This is an optimization exercise on Yosys and OpenROAD, whose aim is small area, a short achievable clock period and few clock cycles per item, not a production implementation. RTL that was checked went through simulation tests only; none was proved equivalent to the original. Function not checked in run 2: the RTL went through the layout flow alone.

## flow/design.v (module list and top-level ports; edited modules follow where they fit)
// module bmp_hv: 1849 lines
module bmp_hv #(
    parameter LINEBUF_CAP = 4096
) (
    input  wire         clk,
    input  wire         rst,           
    input  wire         in_valid,
    output wire         in_ready,
    input  wire         mode,          
    input  wire [431:0] hdr,           
    input  wire [63:0]  file_size,
    input  wire [15:0]  payload_len,
    output reg          done,
    output reg  [31:0]  v_width,       
    output reg  [31:0]  v_height,      
    output reg  [33:0]  v_stride,      
    output reg  [1:0]   v_pad,
    output reg  [64:0]  v_datalen,     
    output reg  [4:0]   pass_count,
    output reg  [15:0]  chk_mask,
    output reg  [1:0]   v_valid,       
    output reg  [15:0]  paylen
);
  // ...
==> flow/run.sh <==
#!/bin/bash
# synth_recipe.tcl (not shown) runs the flow's synth.tcl, then flattens the netlist and writes it again
# the make line also repeats each setting of config.mk as NAME=value (left out here)
make -C /OpenROAD-flow-scripts/flow DESIGN_CONFIG=/design/flow/config.mk WORK_HOME=/design/flow/orfs CLKGATE_MAP_FILE= SYNTH_SCRIPT=/design/flow/synth_recipe.tcl finish
==> flow/config.mk <==
export PLATFORM = sky130hd
export DESIGN_NAME = bmp_hv
export DESIGN_NICKNAME = bmp_hv
export VERILOG_FILES = /design/flow/design.v
export SDC_FILE = /design/flow/constraint.sdc
export NUM_CORES = 4
export LEC_CHECK = 0
export CAP_MARGIN = 20
export CORE_MARGIN = 2
export CORE_UTILIZATION = 35
export PLACE_DENSITY = 0.6
export SLEW_MARGIN = 20
==> flow/constraint.sdc <==
create_clock -name core_clock -period 16.0 [get_ports {clk}]
set_input_delay 3.2000 -clock core_clock [delete_from_list [all_inputs] [get_ports {clk}]]
set_output_delay 3.2000 -clock core_clock [all_outputs]
set_load 0.01 [all_outputs]
==> flow_metrics.env, run 1 <==
export IMPL_status="finished clean"
export IMPL_grt_total_usage=0.262
export IMPL_ys_types=76
export IMPL_clock_area_frac=0.0411
export IMPL_synth_compound_area_share=0.200
export IMPL_finalSetupTns_ns=0
export IMPL_die_area_sq_mm=0.164
export IMPL_wl_met3_um=27600
export IMPL_synth_most_common_cell="nand2_1"
export IMPL_io_buffers=603
export IMPL_route_detailed_drc=0
export IMPL_synth_seq_cells=724
export IMPL_seqCellArea_sq_mm=0.0146
export IMPL_tapCellCount=2160
export IMPL_crit_start="s2_ps[3]"
export IMPL_multi_input_area_share=0.552
export IMPL_cts_sink_count=724
export IMPL_clkTransAtPathRegs_ns=0.07
export IMPL_gr_total_overflow=0
export IMPL_die_x_um=405
export IMPL_min_from="s2_h[30]"
export IMPL_r2r_start="s2_ps[3]"
export IMPL_grt_max_degree=77
export IMPL_nClkBuffers=99
export IMPL_wirelength_um=222000
export IMPL_core_sq_mm=0.160
export IMPL_met1_usage=0.349
export IMPL_min_path_cells=0
export IMPL_r2r_end="pass_count[4]"
export IMPL_synth_xor_area_frac=0.0524
export IMPL_setup_worst_path_class="reg -> reg"
export IMPL_biggestCellCategory="multi-input combinational cells"
export IMPL_fin_cells=9306
export IMPL_period_share=0.530
export IMPL_slowest_stage="o41ai_2"
export IMPL_antenna_found_initial=27
export IMPL_met2_length_um=91500
export IMPL_synth_fa_ha_area_frac=0.257
export IMPL_postLayoutCellArea_sq_mm=0.0666
Testbench counts, summed over its fixed seeds: cycles 3,216, items 3,200.
==> run 2: changes to the inputs <==
==> flow/design.v (replaced) <==
module bmp_hv #(
    parameter LINEBUF_CAP = 4096
) (
    input  wire         clk,
    input  wire         rst,           
    input  wire         in_valid,
    output wire         in_ready,
    input  wire         mode,          
    input  wire [431:0] hdr,           
    input  wire [63:0]  file_size,
    input  wire [15:0]  payload_len,
    output reg          done,
    output reg  [31:0]  v_width,       
    output reg  [31:0]  v_height,      
    output reg  [33:0]  v_stride,      
    output reg  [1:0]   v_pad,
    output reg  [64:0]  v_datalen,     
    output reg  [4:0]   pass_count,
    output reg  [15:0]  chk_mask,
    output reg  [1:0]   v_valid,       
    output reg  [15:0]  paylen
);
    assign in_ready = 1'b1;
    reg         r_valid;
    reg         r_mode;
    reg [431:0] r_hdr;
    reg [63:0]  r_file_size;
    reg [15:0]  r_payload_len;
    always @(posedge clk) begin
        if (rst) begin
            r_valid <= 1'b0;
        end else begin
            r_valid <= in_valid;
        end
        if (in_valid) begin
            r_mode        <= mode;
            r_hdr         <= hdr;
            r_file_size   <= file_size;
            r_payload_len <= payload_len;
        end
    end
    wire [7:0]  sig0   = r_hdr[0*8 +: 8];
    wire [7:0]  sig1   = r_hdr[1*8 +: 8];
    wire [15:0] res1   = r_hdr[6*8 +: 16];
    wire [31:0] off    = r_hdr[10*8 +: 32];
    wire [31:0] isize  = r_hdr[14*8 +: 32];
    wire [31:0] w_raw  = r_hdr[18*8 +: 32];
    wire [31:0] h_raw  = r_hdr[22*8 +: 32];
    wire [15:0] planes = r_hdr[26*8 +: 16];
    wire [15:0] bpp    = r_hdr[28*8 +: 16];
    wire [31:0] comp   = r_hdr[30*8 +: 32];
    wire [31:0] simg   = r_hdr[34*8 +: 32];
    wire [31:0] used   = r_hdr[46*8 +: 32];
    wire [31:0] imp    = r_hdr[50*8 +: 32];
    wire signed [31:0] w_s = w_raw;
    wire signed [31:0] h_s = h_raw;
    wire [31:0] h_abs = h_s[31] ? (~h_raw + 32'd1) : h_raw;
    wire signed [39:0] w24     = $signed({{8{w_s[31]}}, w_s}) * 40'sd24;
    wire signed [39:0] w24r    = w24 + 40'sd31;
    wire signed [39:0] w24m    = {w24r[39:5], 5'b00000};
    wire signed [39:0] stride40 = w24m >>> 3;
    wire signed [33:0] stride  = stride40[33:0];
    wire signed [35:0] w3      = $signed({{4{w_s[31]}}, w_s}) * 36'sd3;
    wire signed [35:0] pad36   = $signed({{2{stride[33]}}, stride}) - w3;
    wire signed [64:0] h65     = $signed({33'd0, h_abs});
    wire signed [64:0] s65     = $signed({{31{stride[33]}}, stride});
    wire signed [64:0] datalen = h65 * s65;
    wire signed [64:0] w65     = $signed({{33{w_s[31]}}, w_s});
    wire signed [64:0] area_px = w65 * h65;
    wire signed [64:0] meas    = $signed({1'b0, r_file_size}) - 65'sd54;
    wire c1  = (sig0 == 8'h42);
    wire c2  = (sig1 == 8'h4D);
    wire c3  = (res1 == 16'd0);
    wire c4  = (off == 32'd54);
    wire c5  = (isize == 32'd40);
    wire c6e = (w_s > 32'sd0) && (h_abs != 32'd0);
    wire c6d = (area_px > 65'sd2);
    wire c7  = (planes == 16'd1);
    wire c8  = (bpp == 16'd24);
    wire c9  = (comp == 32'd0);
    wire c10 = (simg == 32'd0) || ($signed({33'd0, simg}) == meas);
    wire c11 = (used == 32'd0);
    wire c12 = (imp == 32'd0);
    wire c13 = (stride[1:0] == 2'b00) && (stride <= LINEBUF_CAP);
    wire c14 = (pad36 >= 36'sd0);
    wire c15 = (datalen == meas);
    wire c16 = (area_px - 65'sd2) >= $signed({49'd0, r_payload_len});
    wire [15:0] mask = r_mode
        ? {1'b0, c15, c14, c13, c12, c11, c10, c9, c8, c7, c6d, c5, c4, c3, c2, c1}
        : {c16,  c15, c14, c13, c12, c11, c10, c9, c8, c7, c6e, c5, c4, c3, c2, c1};
    reg [4:0] count;
    integer k;
    always @(*) begin
        count = 5'd0;
        for (k = 0; k < 16; k = k + 1)
            count = count + {4'd0, mask[k]};
    end
    wire       valid_enc = !r_mode && (count == 5'd16);
    wire       valid_dec =  r_mode && (count == 5'd15);
    always @(posedge clk) begin
        if (rst) begin
            done <= 1'b0;
        end else begin
            done <= r_valid;
        end
        if (r_valid) begin
            v_width    <= w_raw;
            v_height   <= h_abs;
            v_stride   <= stride;
            v_pad      <= pad36[1:0];
            v_datalen  <= datalen;
            pass_count <= count;
            chk_mask   <= mask;
            v_valid    <= valid_enc ? 2'd1 : (valid_dec ? 2'd2 : 2'd0);
            paylen     <= r_mode ? 16'd0 : r_payload_len;
        end
    end
endmodule
==> run 2 against run 1 <==
Against the previous run: maximum frequency decreased by 45%; global-route usage is 2.0 points lower; wire length grew 51%; clock-buffer cell count fell by 8.
==> flow_metrics.env, run 2 <==
export IMPL_status="finished clean"
export IMPL_ys_flop_type="edfxtp_1"
export IMPL_syn_area_sq_mm=0.0964
export IMPL_max_cap_viol_count=0
export IMPL_htree_levels=3
export IMPL_multi_input_area_sq_mm=0.0701
export IMPL_synth_most_common_cell="inv_1"
export IMPL_post_route_min_period_ns=15.41
export IMPL_clockBufferDepth=4
export IMPL_finalHoldViolCount=0
export IMPL_drt_pass1_iterations=6
export IMPL_reg2reg_depth=52
export IMPL_min_path_cells=2
export IMPL_setup_worst_path_class="reg -> reg"
export IMPL_cp_common_cell="fa_1"
export IMPL_cts_hold_buffers_added=0
export IMPL_insertion_delay_ns=0.82
export IMPL_layout_nets=14361
export IMPL_cts_buffers=76
export IMPL_crit_start="r_hdr[184]"
export IMPL_largest_register_ffs=320
export IMPL_route_detailed_vias_per_inst=5.14
export IMPL_cts_root_buf="clkbuf_16"
export IMPL_skew_ns=0.0837
export IMPL_syn_inst=10114
export IMPL_postLayoutCellArea_sq_mm=0.117
export IMPL_synth_seq_area_share=0.188
export IMPL_core_sq_mm=0.274
export IMPL_largestRegisters="r_hdr: 320 flops, r_file_size: 64 flops, v_datalen: 63 flops"
export IMPL_dp_cells=14736
export IMPL_min_from="r_payload_len[10]"
export IMPL_final_common_cell="inv_1"
export IMPL_fin_cells=14922
export IMPL_critPathBufInv=12
export IMPL_period_share=0.963
export IMPL_critPathRequiredTime_ns=16.57
export IMPL_ys_async_sr_fraction=0
export IMPL_largest_register="r_hdr"
export IMPL_cp_top_family="adder cells"
export IMPL_slowest_stage="or4b_2"
export IMPL_tritoncts="done"
export IMPL_initial_utilization=0.352
export IMPL_area_delta_synth_final_pct=21.2
export IMPL_cp_max_fo=8
export IMPL_synthTopCellsByArea="fa_1, edfxtp_1, ha_1"
export IMPL_layout_common_cells="inv_1, fa_1, nor2_1"
export IMPL_die_x_um=529
export IMPL_ant_nets=0
export IMPL_fillers=26265
export IMPL_fin_util=0.427
export IMPL_synth_edf_count=601
export IMPL_grt_total_usage=0.242
export IMPL_yosys_top_cells_count="inv_1, fa_1, nor2_1, nand2_1, ha_1"
export IMPL_hp_class="reg -> reg"
export IMPL_grt_max_degree=88
export IMPL_clkTransAtPathRegs_ns=0.06
export IMPL_drive_gt1_frac=0.118
export IMPL_wirelength_um=336000
export IMPL_gr_total_overflow=0
export IMPL_route_detailed_drc=0
export IMPL_die_height_um=529
export IMPL_cp_num_cells=52
export IMPL_pin_count=722
export IMPL_grt_pass1_wl_um=508000
export IMPL_setup_violations_final=0
export IMPL_die_area_sq_mm=0.280
export IMPL_io_buffers=604
export IMPL_synth_warnings=1
export IMPL_avgSynthCellArea_sq_um=9.53
export IMPL_cp_arrival_ns=15.98
export IMPL_finalSetupTns_ns=0
export IMPL_place_ws_ns=-0.439
export IMPL_synth_top_area_cell="fa_1"
export IMPL_r2r_start="r_hdr[184]"
export IMPL_netlist_area_leader_share=0.381
export IMPL_dpl_cell_area_sq_mm=0.113
export IMPL_place_hpwl_um=282000
export IMPL_cp_start_kind="flip-flop"
export IMPL_drtIter0Drc=5785
export IMPL_antenna_found_initial=23
export IMPL_fmax_mhz=64.9
export IMPL_hold_slack_ns=0.547
export IMPL_wl_per_cell_um=22.5
export IMPL_crit_path_end_kind="flip-flop"
export IMPL_rows=192
export IMPL_ys_types=97
export IMPL_first_global_vias=82114
export IMPL_slew_headroom=0.301
export IMPL_fin_ws_ns=0.590
export IMPL_cts_sink_count=603
export IMPL_tightest_slew_ns=1.04
export IMPL_gp_congestion=0.981
export IMPL_synth_seq_cells=603
export IMPL_drv_slew=0
export IMPL_seqCellArea_sq_mm=0.0181
export IMPL_cp_slowest_stage_delay_ns=0.61
export IMPL_num_vias=76721
## run 2: changes by cell type after synthesis, sizes merged, moves of 63 or more
cell / delta
fa: +1308
a211oi: -89
dfxtp: -722
buf: -63
edfxtp: +601
o22ai: -74
o21ai: -293
a22oi: -238
a21oi: -342
a221oi: -158
nor2: +1117
ha: +464
inv: +1321
## run 2: repair_timing
action	CTS	global route
cloned	0	1
pin swaps	5	69
resized for setup	28	178
buffers inserted	5	40
endpoints found under the hold margin	0	0
setup endpoints to repair	6	7
## run 2: area by class of cell
type | count | share of cell area
multi-input cells | 6909 | 0.600
clock buffers | 91 | 0.0169
flip-flops and latches | 603 | 0.155
inverters | 2105 | 0.0676
clock inverters | 41 | 0.00351
repair buffers | 1577 | 0.119
well taps | 3589 | 0.0384
diodes | 7 | 0.000150
## run 2: logic make-up (layout without fill, tap and decap cells)
group                      after synthesis  in the layout  share of synthesized area
and+or+nand+nor                       3168           3168                      0.143
buffers and inverters                 2605           3814                      0.102
adders and majority gates             2574           2574                      0.477
AOI/OAI and AO/OA                      800            800                     0.0560
DFF                                    603            603                      0.188
xor gates and xnor gates               348            348                     0.0333
muxes                                   14             14                    0.00149
other                                    2             12                  0.0000779
## run 2: tightest hold or removal path: cells and delay by family (launching register included)
kind,cells,cell delay [ns]
DFF,1,0.31
buffers and inverters,1,0.05
and+or+nand+nor,1,0.07
## run 2: worst paths after layout
path / endpoint / slack, ns
hold reg to reg: paylen[10] / 0.55
hold / removal: paylen[10] / 0.55
setup reg to reg: v_valid[0] / 0.59
setup / recovery: v_valid[0] / 0.59
## run 2: routing by layer
metal,track usage,wire length (um),vias to the layer above
li1,-,-,33677
met1,0.310,134000,39383
met2,0.400,158000,2987
met3,0.0503,27800,654
met4,0.0960,15700,20
met5,0,138,-

port drivers added, routing unchanged:
In the flow no input, the clock included, has a driving cell. The finished layouts below were timed again as built, in two steps.
Step 1 (the two cells are an assumption about what drives the block):
set clk [get_ports {clk}]
set_driving_cell -lib_cell sky130_fd_sc_hd__clkbuf_16 $clk
set_driving_cell -lib_cell sky130_fd_sc_hd__buf_2 [delete_from_list [all_inputs] $clk]
Step 2 also shifts input and output timing later by t, the mid clock arrival at the registers, as if the neighbouring blocks saw the same clock.
a / b / c = ideal / step 1 / step 2; a / b = the first two.
run | t (ns) | setup slack, ns | clock arrival spread, ns | slew at the worst register clock pin (ns) | worst slew at a driven data input, ns
run 1 | 0.775 | 7.522 / 7.522 / 7.522 | 0.040 / 0.040 | 0.07 / 0.07 | 0.19
run 2 | 0.861 | 0.590 / 0.590 / 0.590 | 0.085 / 0.085 | 0.08 / 0.08 | 0.10
After both steps setup and hold are still met in every run listed.
